This is an optimization exercise on Yosys and OpenROAD, whose aim is small area, a short achievable clock period and few clock cycles, not a production implementation. The RTL was checked by simulation tests, not by an equivalence proof against the original design.

## the previous run
## ea_engine
module ea_engine (
    input  wire        clk,
    input  wire        rst,
    input  wire        req,
    input  wire        we,
    input  wire [1:0]  space,
    input  wire [7:0]  addr,
    input  wire [31:0] wdata,
    output reg  [31:0] rdata,
    output wire        busy
);
==> module ea_rdmux, before the edit <==
module ea_rdmux (
    input  wire [1:0]   space,
    input  wire [7:0]   addr,
    input  wire [7:0]   cmd,
    input  wire [7:0]   status,
    input  wire [11:0]  fault,
    input  wire [15:0]  csacc,
    input  wire [7:0]   cs_in,
    input  wire [7:0]   tx_node,
    input  wire [7:0]   tx_obj,
    input  wire [4:0]   pay_len,
    input  wire [4:0]   tx_len,
    input  wire [15:0]  tx_cs,
    input  wire [7:0]   rx_len,
    input  wire [4:0]   rx_plen,
    input  wire [12:0]  rx_cscalc,
    input  wire [15:0]  rx_csrecv,
    input  wire [7:0]   fld_off,
    input  wire [15:0]  raw16,
    input  wire [31:0]  fld_w32,
    input  wire [31:0]  phys,
    input  wire [31:0]  cal_v,
    input  wire [31:0]  cal_i,
    input  wire [127:0] pay,
    input  wire [167:0] tx,
    input  wire [167:0] rx,
    output reg  [31:0]  rdata
);
    wire [31:0] reg_v [0:19];
    assign reg_v[0]  = {24'h0, cmd};
    assign reg_v[1]  = {24'h0, status};
    assign reg_v[2]  = {16'h0, fault[11:4], 4'h0, fault[3:0]};
    assign reg_v[3]  = {16'h0, csacc};
    assign reg_v[4]  = {24'h0, cs_in};
    assign reg_v[5]  = {24'h0, tx_node};
    assign reg_v[6]  = {24'h0, tx_obj};
    assign reg_v[7]  = {27'h0, pay_len};
    assign reg_v[8]  = {27'h0, tx_len};
    assign reg_v[9]  = {16'h0, tx_cs};
    assign reg_v[10] = {24'h0, rx_len};
    assign reg_v[11] = {27'h0, rx_plen};
    assign reg_v[12] = {19'h0, rx_cscalc};
    assign reg_v[13] = {16'h0, rx_csrecv};
    assign reg_v[14] = {24'h0, fld_off};
    assign reg_v[15] = {16'h0, raw16};
    assign reg_v[16] = fld_w32;
    assign reg_v[17] = phys;
    assign reg_v[18] = cal_v;
    assign reg_v[19] = cal_i;
    wire        a_hi0 = (addr[7:5] == 3'd0);
    wire [31:0] a_dec;                   
    genvar gi;
    generate
        for (gi = 0; gi < 32; gi = gi + 1) begin : g_dec
            assign a_dec[gi] = a_hi0 && (addr[4:0] == gi);
        end
    endgenerate
    wire s_reg = (space == 2'd0);
    wire s_pay = (space == 2'd1);
    wire s_tx  = (space == 2'd2);
    wire s_rx  = (space == 2'd3);
    integer ri;
    always @(*) begin
        rdata = 32'h0;
        for (ri = 0; ri < 20; ri = ri + 1)
            rdata = rdata | (reg_v[ri] & {32{s_reg && a_dec[ri]}});
        for (ri = 0; ri < 16; ri = ri + 1)
            rdata[7:0] = rdata[7:0] | (pay[8*ri +: 8] & {8{s_pay && a_dec[ri]}});
        for (ri = 0; ri < 21; ri = ri + 1)
            rdata[7:0] = rdata[7:0] | (tx[8*ri +: 8] & {8{s_tx && a_dec[ri]}});
        for (ri = 0; ri < 21; ri = ri + 1)
            rdata[7:0] = rdata[7:0] | (rx[8*ri +: 8] & {8{s_rx && a_dec[ri]}});
    end
endmodule
make LEC_CHECK=0 ABC_AREA=1 CAP_MARGIN=20 CORE_MARGIN=2 CORE_UTILIZATION=45 SETUP_SLACK_MARGIN=5 SLEW_MARGIN=20 SYNTH_HIERARCHICAL=1 TNS_END_PERCENT=0 finish   # period 12.0 ns
run.sh (not shown) runs the stock make flow with config.mk's settings and CLKGATE_MAP_FILE= SYNTH_SCRIPT=/design/flow/synth_recipe.tcl, a recipe that flattens the netlist after the stock synthesis.
Testbench counts of the previous run, summed over its fixed seeds: cycles 12,639.
Here is what was changed in the inputs of the current run compared with the previous run.
==> flow/design.v, changed modules only <==
module ea_rdmux (
    input  wire [1:0]   space,
    input  wire [7:0]   addr,
    input  wire [7:0]   cmd,
    input  wire [7:0]   status,
    input  wire [11:0]  fault,
    input  wire [15:0]  csacc,
    input  wire [7:0]   cs_in,
    input  wire [7:0]   tx_node,
    input  wire [7:0]   tx_obj,
    input  wire [4:0]   pay_len,
    input  wire [4:0]   tx_len,
    input  wire [15:0]  tx_cs,
    input  wire [7:0]   rx_len,
    input  wire [4:0]   rx_plen,
    input  wire [12:0]  rx_cscalc,
    input  wire [15:0]  rx_csrecv,
    input  wire [7:0]   fld_off,
    input  wire [15:0]  raw16,
    input  wire [31:0]  fld_w32,
    input  wire [31:0]  phys,
    input  wire [31:0]  cal_v,
    input  wire [31:0]  cal_i,
    input  wire [127:0] pay,
    input  wire [167:0] tx,
    input  wire [167:0] rx,
    output reg  [31:0]  rdata
);
    wire [31:0] reg_v [0:19];
    assign reg_v[0]  = {24'h0, cmd};
    assign reg_v[1]  = {24'h0, status};
    assign reg_v[2]  = {16'h0, fault[11:4], 4'h0, fault[3:0]};
    assign reg_v[3]  = {16'h0, csacc};
    assign reg_v[4]  = {24'h0, cs_in};
    assign reg_v[5]  = {24'h0, tx_node};
    assign reg_v[6]  = {24'h0, tx_obj};
    assign reg_v[7]  = {27'h0, pay_len};
    assign reg_v[8]  = {27'h0, tx_len};
    assign reg_v[9]  = {16'h0, tx_cs};
    assign reg_v[10] = {24'h0, rx_len};
    assign reg_v[11] = {27'h0, rx_plen};
    assign reg_v[12] = {19'h0, rx_cscalc};
    assign reg_v[13] = {16'h0, rx_csrecv};
    assign reg_v[14] = {24'h0, fld_off};
    assign reg_v[15] = {16'h0, raw16};
    assign reg_v[16] = fld_w32;
    assign reg_v[17] = phys;
    assign reg_v[18] = cal_v;
    assign reg_v[19] = cal_i;
    reg [7:0] cand [0:31];
    integer ri;
    always @(*) begin
        for (ri = 0; ri < 32; ri = ri + 1) begin
            case (space)
                2'd0: cand[ri] = (ri < 20) ? reg_v[ri < 20 ? ri : 0][7:0] : 8'd0;
                2'd1: cand[ri] = (ri < 16) ? pay[8*(ri < 16 ? ri : 0) +: 8] : 8'd0;
                2'd2: cand[ri] = (ri < 21) ? tx[8*(ri < 21 ? ri : 0) +: 8] : 8'd0;
                default: cand[ri] = (ri < 21) ? rx[8*(ri < 21 ? ri : 0) +: 8] : 8'd0;
            endcase
        end
        rdata = 32'd0;
        if (addr[7:5] == 3'd0) begin
            rdata[7:0] = cand[addr[4:0]];
            if (space == 2'd0 && addr[4:0] < 5'd20)
                rdata[31:8] = reg_v[addr[4:0] < 5'd20 ? addr[4:0] : 5'd0][31:8];
        end
    end
endmodule
[summary]
- The flow did not stop early for the current run: all stages ran, and the layout cleared the timing, design-rule and antenna checks.
- Against the previous run, the current run reports a parity-gate share of the synthesized area counting xor and xnor cells that is lower.
- Between the previous run and the current run, the share of the clock period used by the worst path figures differ only marginally.
- [compare] base=the previous run new=the current run: worst setup slack decreased 13 ps, clock period minus final worst setup slack increased 13 ps, area growth from synthesis to layout increased 1.3 points, synthesized area decreased about 1.6%.
Testbench counts of the current run, summed over its fixed seeds: cycles 12,639.

[what the ideal ports hide]
The flow's constraints put no driver on any port. The routed layouts listed below were extracted and timed again, unchanged, in two steps. Step 1 assumes that a clkbuf_16 drives the clock port and a buf_2 every other input. Step 2 times the ports against the registers' clock, not the clock port: input delays grow and output delays shrink by t, the midpoint of the rising clock arrivals with the driver on. Slacks: ideal ports / drivers / drivers and shift; pairs: ideal ports / drivers.
run | shift t [ns] | setup WS [ns] | slew at the worst register clock pin (ns)
the previous run | 0.873 | 4.488 / 4.467 / 3.797 | 0.08 / 0.08
the current run | 0.873 | 4.475 / 4.475 / 3.742 | 0.07 / 0.07
After both steps every run listed still meets setup and hold. For the current run, which loses most, drivers alone change the setup slack by 0.000 ns; drivers and shift together by -0.733 ns.
